This is an optimization exercise on Yosys and OpenROAD, whose aim is small area, a short achievable clock period and few clock cycles per item, not a production implementation.

==> inputs of v2 <==
==> flow/design.v <==
module nru_mulsh (
    input  wire         clk,
    input  wire         rst_n,       
    input  wire         start,
    input  wire         op,          
    input  wire [63:0]  a,           
    input  wire [63:0]  m_hi,        
    input  wire [63:0]  m_lo,        
    input  wire [7:0]   j,           
    output wire         ready,
    output reg          done,
    output reg  [63:0]  res_hi,
    output reg  [63:0]  res_lo
);
    localparam [1:0] S_IDLE = 2'd0, S_MUL = 2'd1, S_SHIFT = 2'd2;
    reg  [1:0]   state;
    reg  [6:0]   cnt;
    reg          r_op;
    reg  [7:0]   r_j;
    reg  [127:0] mcand;      
    reg  [192:0] prod;
    assign ready = (state == S_IDLE);
    wire [128:0] sum       = {1'b0, prod[191:64]} + (prod[0] ? {1'b0, mcand} : 129'd0);
    wire [192:0] prod_next = {1'b0, sum, prod[63:1]};
    wire [191:0] shifted   = prod[191:0] >> r_j;
    always @(posedge clk) begin
        if (!rst_n) begin
            state <= S_IDLE;
            done  <= 1'b0;
        end else begin
            done <= 1'b0;
            case (state)
                S_IDLE: if (start) begin
                    r_op  <= op;
                    r_j   <= j;
                    mcand <= op ? {m_hi, m_lo} : {64'd0, m_lo};
                    prod  <= {129'd0, a};
                    cnt   <= 7'd64;
                    state <= S_MUL;
                end
                S_MUL: begin
                    prod <= prod_next;
                    cnt  <= cnt - 7'd1;
                    if (cnt == 7'd1)
                        state <= S_SHIFT;
                end
                S_SHIFT: begin
                    if (r_op) begin
                        res_hi <= 64'd0;
                        res_lo <= shifted[63:0];
                    end else begin
                        res_hi <= prod[127:64];
                        res_lo <= prod[63:0];
                    end
                    done  <= 1'b1;
                    state <= S_IDLE;
                end
                default: state <= S_IDLE;
            endcase
        end
    end
endmodule
==> flow/run.sh <==
#!/bin/bash
# synth_recipe.tcl (not shown) runs the flow's synth.tcl, then flattens the netlist and writes it again
# the make line also repeats each setting of config.mk as NAME=value (left out here)
make -C /OpenROAD-flow-scripts/flow DESIGN_CONFIG=/design/flow/config.mk WORK_HOME=/design/flow/orfs CLKGATE_MAP_FILE= SYNTH_SCRIPT=/design/flow/synth_recipe.tcl finish
==> flow/config.mk <==
export PLATFORM = sky130hd
export DESIGN_NAME = nru_mulsh
export DESIGN_NICKNAME = nru_mulsh
export VERILOG_FILES = /design/flow/design.v
export SDC_FILE = /design/flow/constraint.sdc
export NUM_CORES = 4
export LEC_CHECK = 0
export CAP_MARGIN = 20
export CORE_MARGIN = 2
export CORE_UTILIZATION = 40
export SLEW_MARGIN = 20
==> flow/constraint.sdc <==
create_clock -name core_clock -period 6.5 [get_ports {clk}]
set_input_delay 1.3000 -clock core_clock [delete_from_list [all_inputs] [get_ports {clk}]]
set_output_delay 1.3000 -clock core_clock [all_outputs]
set_load 0.01 [all_outputs]
==> v5: changes against v2 <==
==> flow/design.v (replaced) <==
module nru_mulsh (
    input  wire         clk,
    input  wire         rst_n,       
    input  wire         start,
    input  wire         op,          
    input  wire [63:0]  a,           
    input  wire [63:0]  m_hi,        
    input  wire [63:0]  m_lo,        
    input  wire [7:0]   j,           
    output wire         ready,
    output reg          done,
    output wire [63:0]  res_hi,
    output wire [63:0]  res_lo
);
    reg          busy;
    reg  [2:0]   idx;        
    reg  [3:0]   sel1;       
    reg  [3:0]   sel2;       
    reg  [3:0]   neg;        
    reg  [63:0]  x;          
    reg  [127:0] mc;         
    reg  [7:0]   r_sh;       
    reg  [191:0] acc;        
    assign ready = !busy;
    function [3:0] nbytes(input [63:0] v);
        integer i;
        begin
            nbytes = 4'd0;
            for (i = 0; i < 8; i = i + 1)
                if (|v[8*i +: 8]) nbytes = i + 1;
        end
    endfunction
    function [11:0] booth(input [63:0] v, input [2:0] c);
        reg [8:0] t;
        integer i;
        begin
            t = {v[8*c +: 8], (c == 3'd0) ? 1'b0 : v[8*c - 1]};
            for (i = 0; i < 4; i = i + 1) begin
                booth[8 + i] = t[2*i + 1] ^ t[2*i];
                booth[4 + i] = (t[2*i + 2] & ~t[2*i + 1] & ~t[2*i]) |
                               (~t[2*i + 2] & t[2*i + 1] & t[2*i]);
                booth[i]     = t[2*i + 2];
            end
        end
    endfunction
    wire [3:0]   na   = nbytes(a);
    wire [3:0]   nb   = nbytes(m_lo);
    wire         swap = !op && (nb < na);
    wire [3:0]   n    = swap ? nb : na;
    wire [63:0]  xin  = swap ? m_lo : a;
    wire [63:0]  min  = swap ? a : m_lo;
    wire [127:0] mcin = op ? {m_hi, m_lo} : {64'd0, min};
    wire [2:0]   ntop = n[2:0] - 3'd1;
    wire         topb = xin[8*ntop + 7];
    wire [128:0] mc2 = {mc, 1'b0};
    wire [128:0] mc1 = {1'b0, mc};
    wire [137:0] pp [0:3];
    genvar gi;
    generate
        for (gi = 0; gi < 4; gi = gi + 1) begin : g_pp
            wire [128:0] mag = ({129{sel1[gi]}} & mc1) | ({129{sel2[gi]}} & mc2);
            wire [129:0] one = {neg[gi], mag ^ {129{neg[gi]}}};
            if (gi == 0)
                assign pp[gi] = {{8{one[129]}}, one};
            else
                assign pp[gi] = {{(8 - 2*gi){one[129]}}, one, {(2*gi){1'b0}}};
        end
    endgenerate
    wire [137:0] ar = {2'b00, acc[127:0], 1'b0, neg[3], 1'b0, neg[2], 1'b0, neg[1], 1'b0, neg[0]};
    function [275:0] csa(input [137:0] p, input [137:0] q, input [137:0] r);
        csa = {((p & q) | (p & r) | (q & r)) << 1, p ^ q ^ r};
    endfunction
    wire [137:0] s1, c1, s2, c2, s3, c3;
    assign {c1, s1} = csa(pp[0], pp[1], pp[2]);
    assign {c2, s2} = csa(s1, c1, pp[3]);
    assign {c3, s3} = csa(s2, c2, ar);
    wire [137:0] lo    = s3 + c3;
    wire [55:0]  hi_p1 = acc[183:128] + 56'd1;
    wire [55:0]  hi_m1 = acc[183:128] - 56'd1;
    wire [55:0]  hi    = lo[137] ? hi_m1 : (lo[136] ? hi_p1 : acc[183:128]);
    wire [11:0]  bin  = booth(xin, ntop);
    wire [11:0]  bnx  = booth(x, idx);
    always @(posedge clk) begin
        if (!rst_n) begin
            busy <= 1'b0;
            done <= 1'b0;
        end else begin
            done <= 1'b0;
            if (!busy) begin
                if (start) begin
                    x    <= xin;
                    mc   <= mcin;
                    r_sh <= op ? j : 8'd0;
                    acc  <= {64'd0, topb ? mcin : 128'd0};
                    {sel1, sel2, neg} <= bin;
                    idx  <= ntop - 3'd1;
                    if (n == 4'd0)
                        done <= 1'b1;
                    else
                        busy <= 1'b1;
                end
            end else begin
                acc <= {hi, lo[135:0]};
                {sel1, sel2, neg} <= bnx;
                idx <= idx - 3'd1;
                if (idx == 3'd7) begin
                    busy <= 1'b0;
                    done <= 1'b1;
                end
            end
        end
    end
    assign res_hi = acc[127:64];
    wire [191:0] shifted = acc >> r_sh;
    assign res_lo = shifted[63:0];
endmodule
--- a/flow/config.mk
+++ b/flow/config.mk
@@ -10,2 +10,3 @@
 export CORE_UTILIZATION = 40
+export SETUP_SLACK_MARGIN = 1.5
 export SLEW_MARGIN = 20
==> qor summary <==
|  | v5 | v2 |
|---|---|---|
| Initial cell density of the core | 40.14% | 40.22% |
| Worst path depth | 27 | 14 |
| Hpwl dp | 200000 um | 120500 um |
| Final weighted congestion in routability-driven placement | 0.9924 | 1.028 |
| Post-Route WL | 257700 um | 155100 um |
| #FFs+latches synth | 409 | 467 |
| Setup bufs post-CTS | 13 | 0 |
| Status | failed layout checks | finished clean |
| Reasons for failing layout checks | negative setup slack | - |
| Met3 track demand over resource | 5.212% | 3.992% |
| Die area | 0.1572 mm2 | 0.1030 mm2 |
| Met2 wire length | 113700 um | 71550 um |
| Mapped Avg Cell Area | 9.034 um2 | 8.994 um2 |
Function was not checked in any run of this note: the RTL went through the layout flow alone.

re-timing with driven ports:
The results above use ideal ports. As a check the final layouts listed here were re-extracted and re-timed, cells and wires unchanged.
Step 1 sets driving cells, clkbuf_16 on the clock port and buf_2 on the other inputs (assumed; they add their load-dependent delay and slew).
Step 2 also shifts input and output timing later by t, the mid clock arrival at the registers, as if the neighbouring blocks saw the same clock.
Three values: no drivers, after step 1, after step 2; two values: the first two.
run	t (ns)	slack for setup (ns)	worst setup path at the end	latest minus earliest clock arrival (ns)
v2	0.721	1.538 / 1.538 / 1.538	register to register	0.032 / 0.032
v5	0.776	-0.216 / -0.216 / -0.216	register to register	0.070 / 0.070
